Source: an optimization exercise on an open RTL-to-GDS flow (aim: small area, a short achievable clock period and few clock cycles per item). Production flows keep margins and buffers that such runs may drop.
At most, simulation tests tie the RTL to the original design; equivalence was not proved.

== run 5 ==
==> flow/design.v <==
module s16_decoder (
    input  wire        clk,
    input  wire        rst,         
    input  wire        in_valid,
    output wire        in_ready,
    input  wire [31:0] in_word,
    input  wire        in_first,    
    input  wire [15:0] in_len,      
    output reg         out_valid,
    input  wire        out_ready,
    output wire [27:0] out_value,
    output wire        out_last
);
    function automatic [3:0] next_width(input [3:0] s, input [4:0] l);
        begin
            case (s)
                0:  next_width = 1;
                1:  next_width = (l < 15) ? 1 : 2;
                2:  next_width = (l < 8) ? 1 : (l < 15) ? 2 : 1;
                3:  next_width = (l < 8) ? 2 : 1;
                4:  next_width = 2;
                5:  next_width = 3;
                6:  next_width = (l < 4) ? 3 : 4;
                7:  next_width = 4;
                8:  next_width = (l < 3) ? 4 : 5;
                9:  next_width = (l < 5) ? 5 : 4;
                10: next_width = (l < 3) ? 5 : 6;
                11: next_width = (l < 4) ? 6 : 5;
                12: next_width = 7;
                13: next_width = 9;
                default: next_width = 14;
            endcase
        end
    endfunction
    function automatic [4:0] first_width(input [3:0] s);
        begin
            case (s)
                0, 2, 3: first_width = 1;
                1, 4:    first_width = 2;
                6:       first_width = 3;
                5, 7, 9: first_width = 4;
                8, 11:   first_width = 5;
                10:      first_width = 6;
                12:      first_width = 7;
                13:      first_width = 10;
                14:      first_width = 14;
                default: first_width = 28;
            endcase
        end
    endfunction
    function automatic [4:0] slots_less_one(input [3:0] s);
        begin
            case (s)
                0:  slots_less_one = 27;
                1, 2, 3: slots_less_one = 20;
                4:  slots_less_one = 13;
                5:  slots_less_one = 8;
                6:  slots_less_one = 7;
                7:  slots_less_one = 6;
                8, 9: slots_less_one = 5;
                10, 11: slots_less_one = 4;
                12: slots_less_one = 3;
                13: slots_less_one = 2;
                14: slots_less_one = 1;
                default: slots_less_one = 0;
            endcase
        end
    endfunction
    reg [27:0] data;      
    reg [3:0]  sel;       
    reg [4:0]  left;      
    reg [4:0]  width;     
    reg [15:0] remain;    
    reg        list_end;   
    reg        word_done;  
    wire ge3  = width[4] | width[3] | width[2];
    wire ge9  = width[4] | width[3];
    wire [27:0] mask;
    assign mask[0]     = 1'b1;
    assign mask[1]     = ge3 | width[1];
    assign mask[2]     = ge3 | (width[1] & width[0]);
    assign mask[3]     = ge3;
    assign mask[4]     = ge9 | (width[2] & (width[1] | width[0]));
    assign mask[5]     = ge9 | (width[2] & width[1]);
    assign mask[6]     = ge9 | (width[2] & width[1] & width[0]);
    assign mask[8:7]   = {2{ge9}};
    assign mask[9]     = width[4] | (width[3] & width[1]);
    assign mask[13:10] = {4{width[4] | (width[3] & width[2])}};
    assign mask[27:14] = {14{width[4]}};
    assign out_value = data & mask;
    assign out_last  = list_end;
    wire [27:0] sh1 = width[0] ? {data[27],    data[27:1]} : data;
    wire [27:0] sh2 = width[1] ? {sh1[27:26],  sh1[27:2]}  : sh1;
    wire [27:0] sh4 = width[2] ? {sh2[27:24],  sh2[27:4]}  : sh2;
    wire [27:0] shifted = width[3] ? {sh4[27:18], sh4[25:8]} : sh4;
    wire take = out_valid && out_ready;
    assign in_ready = !out_valid || (out_ready && word_done);
    wire accept = in_valid && in_ready;
    always @(posedge clk) begin
        if (rst) begin
            out_valid <= 1'b0;
        end else if (accept) begin
            out_valid <= 1'b1;
        end else if (take && word_done) begin
            out_valid <= 1'b0;
        end
        if (accept) begin
            data  <= in_word[27:0];
            sel   <= in_word[31:28];
            left  <= slots_less_one(in_word[31:28]);
            width <= first_width(in_word[31:28]);
        end else if (take) begin
            data  <= shifted;
            left  <= left - 5'd1;
            width <= {1'b0, next_width(sel, left)};
        end
        if (accept && in_first)
            remain <= in_len;
        else if (take)
            remain <= remain - 16'd1;
        if (accept) begin
            list_end  <= in_first ? (in_len == 16'd1) : take ? (remain == 16'd2) : (remain == 16'd1);
            word_done <= in_first ? (in_len == 16'd1) : take ? (remain == 16'd2) : (remain == 16'd1);
            if (in_word[31:28] == 4'd15)
                word_done <= 1'b1;
        end else if (take) begin
            list_end  <= (remain == 16'd2);
            word_done <= (remain == 16'd2) || (left == 5'd1);
        end
    end
endmodule
export LEC_CHECK = 0
export CAP_MARGIN = 20
export CORE_MARGIN = 2
export CORE_UTILIZATION = 70
export SLEW_MARGIN = 20
create_clock -name core_clock -period 8.0 [get_ports {clk}]
standard.sh (not shown) runs the stock make flow with config.mk's settings and CLKGATE_MAP_FILE= SYNTH_SCRIPT=/design/flow/synth_recipe.tcl, a recipe that flattens the netlist after the stock synthesis.
==> flow/flow/run.sh <==
#!/bin/bash
set -euo pipefail
bash standard.sh \
  "BUFFER_PORTS_ARGS=-buffer_cell sky130_fd_sc_hd__buf_1" \
  "SETUP_SLACK_MARGIN=4.6" \
  "CTS_ARGS=-sink_clustering_enable -repair_clock_nets -buf_list sky130_fd_sc_hd__clkbuf_8 -sink_clustering_size 30 -dont_use_dummy_load" \
  finish > standard.log 2>&1
Run 5 went all the way through the flow, and no timing, DRC or antenna check failed.
diff inputs: run 5 => run 1
-- flow/design.v --
<<< run 5, line 74
    reg        list_end;   
    reg        word_done;  
    wire ge3  = width[4] | width[3] | width[2];
    wire ge9  = width[4] | width[3];
    wire [27:0] mask;
    assign mask[0]     = 1'b1;
    assign mask[1]     = ge3 | width[1];
    assign mask[2]     = ge3 | (width[1] & width[0]);
    assign mask[3]     = ge3;
    assign mask[4]     = ge9 | (width[2] & (width[1] | width[0]));
    assign mask[5]     = ge9 | (width[2] & width[1]);
    assign mask[6]     = ge9 | (width[2] & width[1] & width[0]);
    assign mask[8:7]   = {2{ge9}};
    assign mask[9]     = width[4] | (width[3] & width[1]);
    assign mask[13:10] = {4{width[4] | (width[3] & width[2])}};
    assign mask[27:14] = {14{width[4]}};
    assign out_value = data & mask;
    assign out_last  = list_end;
    wire [27:0] sh1 = width[0] ? {data[27],    data[27:1]} : data;
>>> run 1, line 74
    reg        list_end;   
    reg        word_done;  
    assign out_value = data & ~(28'hfffffff << width);
    assign out_last  = list_end;
    wire [27:0] sh1 = width[0] ? {data[27],    data[27:1]} : data;
Results
Pin slew with the least headroom to its limit: run 1 and run 5 compared, lower one is run 1
Run 1 vs run 5 — final standard cell area without fillers dropped about 1.3%.
Max cell count across run 1 and run 5: run 1
Between run 5 and run 1, the flow reports met1 routed wirelength after detailed routing increasing by a few percent.
Diff run 5 -> run 1 | overall routed net length | up by a few percent
Taking run 5 as the reference point, the global-route wire length before repair of run 1 rises by 3.9%.
Testbench counts of run 1, summed over its fixed seeds: cycles 33,211, items 33,203.
Function not checked in run 5: the RTL went through the layout flow alone.

## separate check: timing with driven ports
The flow's constraints put no driver on any port. The routed layouts listed below were extracted and timed again, unchanged, in two steps. Step 1: set_driving_cell puts a clkbuf_16 on clk and a buf_2 on each other input, an assumption about the parent block. Step 2, shift: input delay + t, output delay - t, t = (earliest + latest rising clock arrival at the registers) / 2. This alone moves slack from input paths to output paths. Slacks: ideal / step 1 / step 2; pairs: ideal / step 1.
| run | t, ns | slack for setup (ns) | hold slack, ns | worst setup path at the end |
|---|---|---|---|---|
| run 5 | 0.367 | 4.389 / 4.354 / 4.354 | 0.688 / 0.688 / 0.688 | input to output |
| run 1 | 0.359 | 4.392 / 4.356 / 4.356 | 0.685 / 0.685 / 0.685 | input to output |
After both steps setup and hold are still met in every run listed. The setup slack of run 1, which loses most, moves by -0.036 ns with the drivers and by -0.036 ns with both steps.
